Source: an optimization exercise on an open RTL-to-GDS flow (aim: small area, a short achievable clock period and few clock cycles). Production flows keep margins and buffers that such runs may drop.
Function was checked by simulation only, so behaviour that the tests miss may differ from the original.
No activity file was given, so power comes from the tool's default toggle rates.

## red
==> flow/design.v (excerpt) <==
module pwe_encoder (
    input  wire         clk,
    input  wire         rst,
    input  wire         req_valid,
    output wire         req_ready,
    input  wire [15:0]  req_opcode,
    input  wire [15:0]  req_version,
    input  wire [31:0]  req_request_id,
    input  wire [31:0]  f_status,
    input  wire [31:0]  f_word,
    input  wire [31:0]  f_vnet_id,
    input  wire [15:0]  f_vlan_id,
    input  wire [15:0]  f_port,
    input  wire [7:0]   f_src_prefix_len,
    input  wire [7:0]   f_dst_prefix_len,
    input  wire [47:0]  f_mac,
    input  wire [47:0]  f_mac2,
    input  wire [127:0] f_ip,
    input  wire [127:0] f_ip2,
    output wire         tx_valid,
    input  wire         tx_ready,
    output wire [7:0]   tx_data,
    output wire         tx_last,
    output reg          ev_valid,
    output wire [7:0]   ev_code,
    output wire [15:0]  ev_opcode,
    output wire [31:0]  ev_request_id
);
    localparam [7:0] EV_ENCODE_UNKNOWN_OPCODE = 8'h05;
    reg [8:0] cls_r;
    wire op_hi0 = (req_opcode[15:4] == 12'd0);
    wire dcls_p = op_hi0 & ((req_opcode[3:0] == 4'h1) | (req_opcode[3:0] == 4'h2));
    wire dcls_c3 = op_hi0 & ((req_opcode[3:0] == 4'h3));
    wire dcls_c4 = op_hi0 & ((req_opcode[3:0] == 4'h4));
  ...
Size in the first run: about 1200 cells after synthesis, about 140 flip-flops, roughly 11000 um^2 of cells after synthesis.
Settings: LEC_CHECK=0, CAP_MARGIN=20, CORE_MARGIN=2, CORE_UTILIZATION=30, PLACE_DENSITY=0.5, SETUP_SLACK_MARGIN=3.2, SLEW_MARGIN=20; clock period 6.0 ns.
standard.sh (not shown) runs the stock make flow with config.mk's settings and CLKGATE_MAP_FILE= SYNTH_SCRIPT=/design/flow/synth_recipe.tcl, a recipe that flattens the netlist after the stock synthesis.
==> flow/flow/run.sh <==
#!/bin/bash
# Standard ORFS layout; the port buffers are the smallest buffer cell
# (buf_1) instead of the cell buffer_ports picks by default.
set -euo pipefail
bash standard.sh "BUFFER_PORTS_ARGS=-buffer_cell sky130_fd_sc_hd__buf_1" finish > orfs_make.log 2>&1
Testbench counts of red, summed over its fixed seeds: cycles 147,057.
diff inputs: red => blue
--- a/flow/design.v
+++ b/flow/design.v
@@ -292,25 +292,25 @@
             fh_n       = 8'b00000001;
             cfetch_n   = 1'b1;
             cpend_n    = 1'b0;
             bcnt_n     = 4'd0;
             hdr_done_n = 1'b0;
             bfull_n    = 1'b0;
             blast_n    = 1'b0;
             bsel_n     = 1'b0;
             q0v_n      = 1'b0;
             q1v_n      = 1'b0;
         end
     end
-    wire rdy_n = known_r & ~finish & ~rst & ~q1v_n &
+    wire rdy_n = known_n & ~q1v_n &
                  (~hdr_done_n & cls_p & (bcnt_n == 4'd15) & ~cfetch_n & ~cpend_n |
                   hdr_done_n & bfull_n & bsel_n & blast_n);
     wire hn_0 = fl_n[0] & fh_n[0];
     wire hn_1 = fl_n[1] & fh_n[0];
     wire hn_2 = fl_n[2] & fh_n[0];
     wire hn_3 = fl_n[3] & fh_n[0];
     wire hn_4 = fl_n[0] & fh_n[1];
     wire hn_5 = fl_n[1] & fh_n[1];
     wire hn_6 = fl_n[2] & fh_n[1];
     wire hn_7 = fl_n[3] & fh_n[1];
     wire hn_8 = fl_n[0] & fh_n[2];
     wire hn_9 = fl_n[1] & fh_n[2];
@@ -327,33 +327,34 @@
     wire hn_20 = fl_n[0] & fh_n[5];
     wire hn_21 = fl_n[1] & fh_n[5];
     wire hn_22 = fl_n[2] & fh_n[5];
     wire hn_23 = fl_n[3] & fh_n[5];
     wire hn_24 = fl_n[0] & fh_n[6];
     wire hn_25 = fl_n[1] & fh_n[6];
     wire hn_26 = fl_n[2] & fh_n[6];
     wire hn_27 = fl_n[3] & fh_n[6];
     wire hn_28 = fl_n[0] & fh_n[7];
     wire hn_29 = fl_n[1] & fh_n[7];
     wire hn_30 = fl_n[2] & fh_n[7];
     wire hn_31 = fl_n[3] & fh_n[7];
-    wire cn_p = cls_r[8];
-    wire cn_c3 = cls_r[7];
-    wire cn_c4 = cls_r[6];
-    wire cn_c5 = cls_r[5];
-    wire cn_c6 = cls_r[4];
-    wire cn_c9 = cls_r[3];
-    wire cn_cc = cls_r[2];
-    wire cn_ce = cls_r[1];
-    wire cn_cf = cls_r[0];
+    wire [8:0] cls_n = fresh ? dcls : cls_r;
+    wire cn_p = cls_n[8];
+    wire cn_c3 = cls_n[7];
+    wire cn_c4 = cls_n[6];
+    wire cn_c5 = cls_n[5];
+    wire cn_c6 = cls_n[4];
+    wire cn_c9 = cls_n[3];
+    wire cn_cc = cls_n[2];
+    wire cn_ce = cls_n[1];
+    wire cn_cf = cls_n[0];
     wire [35:0] sel_n;
     assign sel_n[0] = hn_0;
     assign sel_n[1] = hn_1;
     assign sel_n[2] = hn_3;
     assign sel_n[3] = hn_4;
     assign sel_n[4] = hn_5;
     assign sel_n[5] = (cn_c3 & hn_8) | (cn_c6 & hn_10) | (cn_cf & hn_16);
     assign sel_n[6] = (cn_c3 & hn_9) | (cn_c6 & hn_11) | (cn_cf & hn_17);
     assign sel_n[7] = (cn_c3 & hn_10) | (cn_c6 & hn_12) | (cn_cf & hn_18);
     assign sel_n[8] = (cn_c3 & hn_12) | (cn_c5 & hn_18) | (cn_ce & hn_8) | (cn_cf & hn_12);
     assign sel_n[9] = (cn_c3 & hn_13) | (cn_c5 & hn_19) | (cn_ce & hn_9) | (cn_cf & hn_13);
     assign sel_n[10] = (cn_c4 & hn_8) | (cn_c6 & hn_9) | (cn_cc & hn_9) | (cn_cf & hn_9);
--- outcome ---
- blue does worse than red on post-route total power.
- For red, the worst setup path endpoint was hw_r[6], unlike blue, where it was sel_r[14].
- Switching power share of the total for blue is higher than for red.
- Relative area change from synthesis to final layout was higher in blue than in red.
- blue — number of nets in the final layout 0.50% higher, red as reference
- Relative contribution of combinational cells to total power is higher on blue
- Die footprint: blue vs red, no meaningful difference
- Against red as the reference, blue delivers a lower post-detailed-route via-to-cell ratio.
- Compared with red, in blue buffering stage count on the worst path with inverters included higher; largest net degree at the start of global routing increased about 44%.
- Side by side, utilization turned out higher in blue than in red.
- Going from red to blue, post-route standard cell area excluding fillers closely matched the old numbers, clock skew closely matched the old numbers.
Testbench counts of blue, summed over its fixed seeds: cycles 147,057.

[separate check: timing with driven ports]
The flow's constraints put no driver on any port. The routed layouts listed below were extracted and timed again, unchanged, in two steps.
Step 1 (the two cells are an assumption about what drives the block):
set clk [get_ports {clk}]
set_driving_cell -lib_cell sky130_fd_sc_hd__clkbuf_16 $clk
set_driving_cell -lib_cell sky130_fd_sc_hd__buf_2 [delete_from_list [all_inputs] $clk]
Step 2 times the ports against the registers' clock, not the clock port: input delays grow and output delays shrink by t, the midpoint of the rising clock arrivals with the driver on.
Slacks: no drivers / after step 1 / after step 2; pairs: no drivers / after step 1.
run	shift t [ns]	slack for setup (ns)	worst register clock-pin slew, ns
red	0.514	3.103 / 3.144 / 2.629	0.07 / 0.07
blue	0.484	3.147 / 3.144 / 2.659	0.08 / 0.08
After both steps setup and hold are still met in every run listed. For blue, which loses most, drivers alone change the setup slack by -0.003 ns; drivers and shift together by -0.488 ns.
